What follows belongs to an exercise in optimizing a design on an open flow for small area, a short achievable clock period and few clock cycles; a production flow would make more cautious choices. Only simulation tests tie the RTL to the original design; equivalence was not proved. No activity file was given, so power comes from the tool's default toggle rates.

Design bsb_pcodec, start of the top module:
module bsb_pcodec (
    input  wire        clk,
    input  wire        rst,
    input  wire        start,
    input  wire        op,         
    input  wire [2:0]  tag,
    input  wire [15:0] div,
    input  wire [7:0]  plen,
    input  wire [95:0] pay_in,
    input  wire [7:0]  v_flag,
    input  wire [31:0] v_int,
    input  wire [31:0] v_mnum,
    input  wire [31:0] v_mden,
    input  wire [15:0] v_year,
    input  wire [7:0]  v_mon,
    input  wire [7:0]  v_day,
    input  wire [7:0]  v_wday,
    input  wire [7:0]  v_hour,
    input  wire [7:0]  v_min,
    input  wire [7:0]  v_sec,
    input  wire [7:0]  v_trail,
    input  wire [1:0]  v_sn,
    input  wire        v_smark,
    input  wire [20:0] v_sh,
    input  wire [23:0] v_sm,
    input  wire [23:0] v_eh,
    input  wire [23:0] v_em,
    output wire        ready,
    output reg         done,
    output wire [7:0]  err,
    output wire [2:0]  o_tag,
    output wire [7:0]  o_flag,
    output wire [31:0] o_int,
    output wire [31:0] o_mnum,
    output wire [31:0] o_mden,
    output wire [15:0] o_year,
    output wire [7:0]  o_mon,
    output wire [7:0]  o_day,
    output wire [7:0]  o_wday,
    output wire [7:0]  o_hour,
    output wire [7:0]  o_min,
    output wire [7:0]  o_sec,
    output wire [7:0]  o_trail,
    output wire [1:0]  o_sn,
    output wire        o_smark,
    output wire [20:0] o_sh,
    output wire [23:0] o_sm,
    output wire [23:0] o_eh,
    output wire [23:0] o_em,
    output wire [95:0] o_pay,
    output wire [7:0]  o_plen
);
Size: about 3,500 cells after synthesis, ~170 flip-flops, roughly 790 I/O pins, roughly 26,000 sq um of cells after synthesis.
==> flow/config.mk <==
export PLATFORM = sky130hd
export DESIGN_NAME = bsb_pcodec
export DESIGN_NICKNAME = bsb_pcodec
export VERILOG_FILES = /design/flow/design.v
export SDC_FILE = /design/flow/constraint.sdc
export NUM_CORES = 4
export LEC_CHECK = 0
export CAP_MARGIN = 20
export CORE_MARGIN = 2
export CORE_UTILIZATION = 45
export SLEW_MARGIN = 20
==> flow/constraint.sdc <==
create_clock -name core_clock -period 10.0 [get_ports {clk}]
set_input_delay 2.0000 -clock core_clock [delete_from_list [all_inputs] [get_ports {clk}]]
set_output_delay 2.0000 -clock core_clock [all_outputs]
set_load 0.01 [all_outputs]
standard.sh (not shown) runs the stock make flow with config.mk's settings and CLKGATE_MAP_FILE= SYNTH_SCRIPT=/design/flow/synth_recipe.tcl, a recipe that flattens the netlist after the stock synthesis.
==> flow/flow/run.sh <==
#!/bin/bash
# The standard layout with two changes to how it is made:
#  - the port buffers use the smallest buffer cell (sky130_fd_sc_hd__buf_1);
#  - timing repair aims 5.5 ns below the clock period (SETUP_SLACK_MARGIN).
set -euo pipefail
bash standard.sh "BUFFER_PORTS_ARGS=-buffer_cell sky130_fd_sc_hd__buf_1" \
    "SETUP_SLACK_MARGIN=5.5" finish > standard_flow.log 2>&1
The baseline passed the timing, design-rule and antenna checks.
Testbench counts at the start, summed over its fixed seeds: cycles 37,804.
Change:
- CORE_UTILIZATION: 45 -> 50
Effect: Non-clock buffer count falls by 6. Cell area rises by 0.66%. Clock power rises by 5.7%. Sequential share of layout area falls by 0.10 points. Worst setup slack is worse by 0.029 ns. First-iteration DRC count rises by 19%.

---

Setup of job 101:
Starting RTL as in the previous note.
clock: 10.0 ns
lec_check: 0
cap_margin: 20
core_margin: 2
core_utilization: 40
slew_margin: 20
==> flow/flow/run.sh <==
#!/bin/bash
# The standard layout with two changes to how it is made:
#  - the port buffers use the smallest buffer cell (sky130_fd_sc_hd__buf_1);
#  - timing repair aims 5.75 ns below the clock period (SETUP_SLACK_MARGIN).
set -euo pipefail
bash standard.sh "BUFFER_PORTS_ARGS=-buffer_cell sky130_fd_sc_hd__buf_1" \
    "SETUP_SLACK_MARGIN=5.75" finish > standard_flow.log 2>&1
Testbench counts of job 101, summed over its fixed seeds: cycles 37,804.
[inputs] job 102 vs job 101
- SETUP_SLACK_MARGIN now 5, previously not set
==> flow/flow/run.sh <==
#!/bin/bash
# The standard layout, with the port buffers made of the smallest buffer cell
# (sky130_fd_sc_hd__buf_1) instead of the one buffer_ports picks by default.
set -euo pipefail
bash standard.sh "BUFFER_PORTS_ARGS=-buffer_cell sky130_fd_sc_hd__buf_1" finish > standard_flow.log 2>&1
==> results.txt <==
From job 101 to job 102, total standard cell area after synthesis did not move at all.
Going from job 101 to job 102, the via count was found to have gone down by 1.1%.
Job 102 against job 101; wire length is down by a few percent.
The power drawn by the clock network number comes out higher for job 101 vs job 102.
In job 102 relative to job 101, final cell area excluding filler cells had gone down by a few percent.
Of job 101 and job 102, the run reporting the lower utilization was job 102.
Looking at shortest period the worst path allows across job 101 and job 102, the one that comes out higher is job 102.

-- port drivers added, routing unchanged --
No port has a modelled driver above. Below, the same layouts with a new extraction and two added sets of constraints. Step 1, drivers: a clkbuf_16 drives clk and a buf_2 each remaining input, both assumed. Step 2 also shifts input and output timing later by t, the mid clock arrival at the registers, as if the neighbouring blocks saw the same clock. Three values: ideal ports, drivers, drivers and shift; two values: the first two.
run | shift t [ns] | slack for setup (ns) | hold slack, ns | worst setup path after step 2 | worst slew at a driven data input, ns
the first run of note 1 | 0.587 | 5.336 / 5.345 / 4.759 | 0.571 / 0.571 / 0.571 | input to register | 0.33
the second run of note 1 | 0.593 | 5.307 / 5.331 / 4.738 | 0.593 / 0.593 / 0.593 | input to register | 0.34
job 101 | 0.578 | 5.276 / 5.256 / 4.678 | 0.585 / 0.585 / 0.585 | input to register | 0.24
job 102 | 0.591 | 5.053 / 5.053 / 4.516 | 0.564 / 0.564 / 0.564 | input to register | 0.24
After both steps setup and hold are still met in every run listed. The setup slack of job 101, which loses most, moves by -0.020 ns with the drivers and by -0.598 ns with both steps.
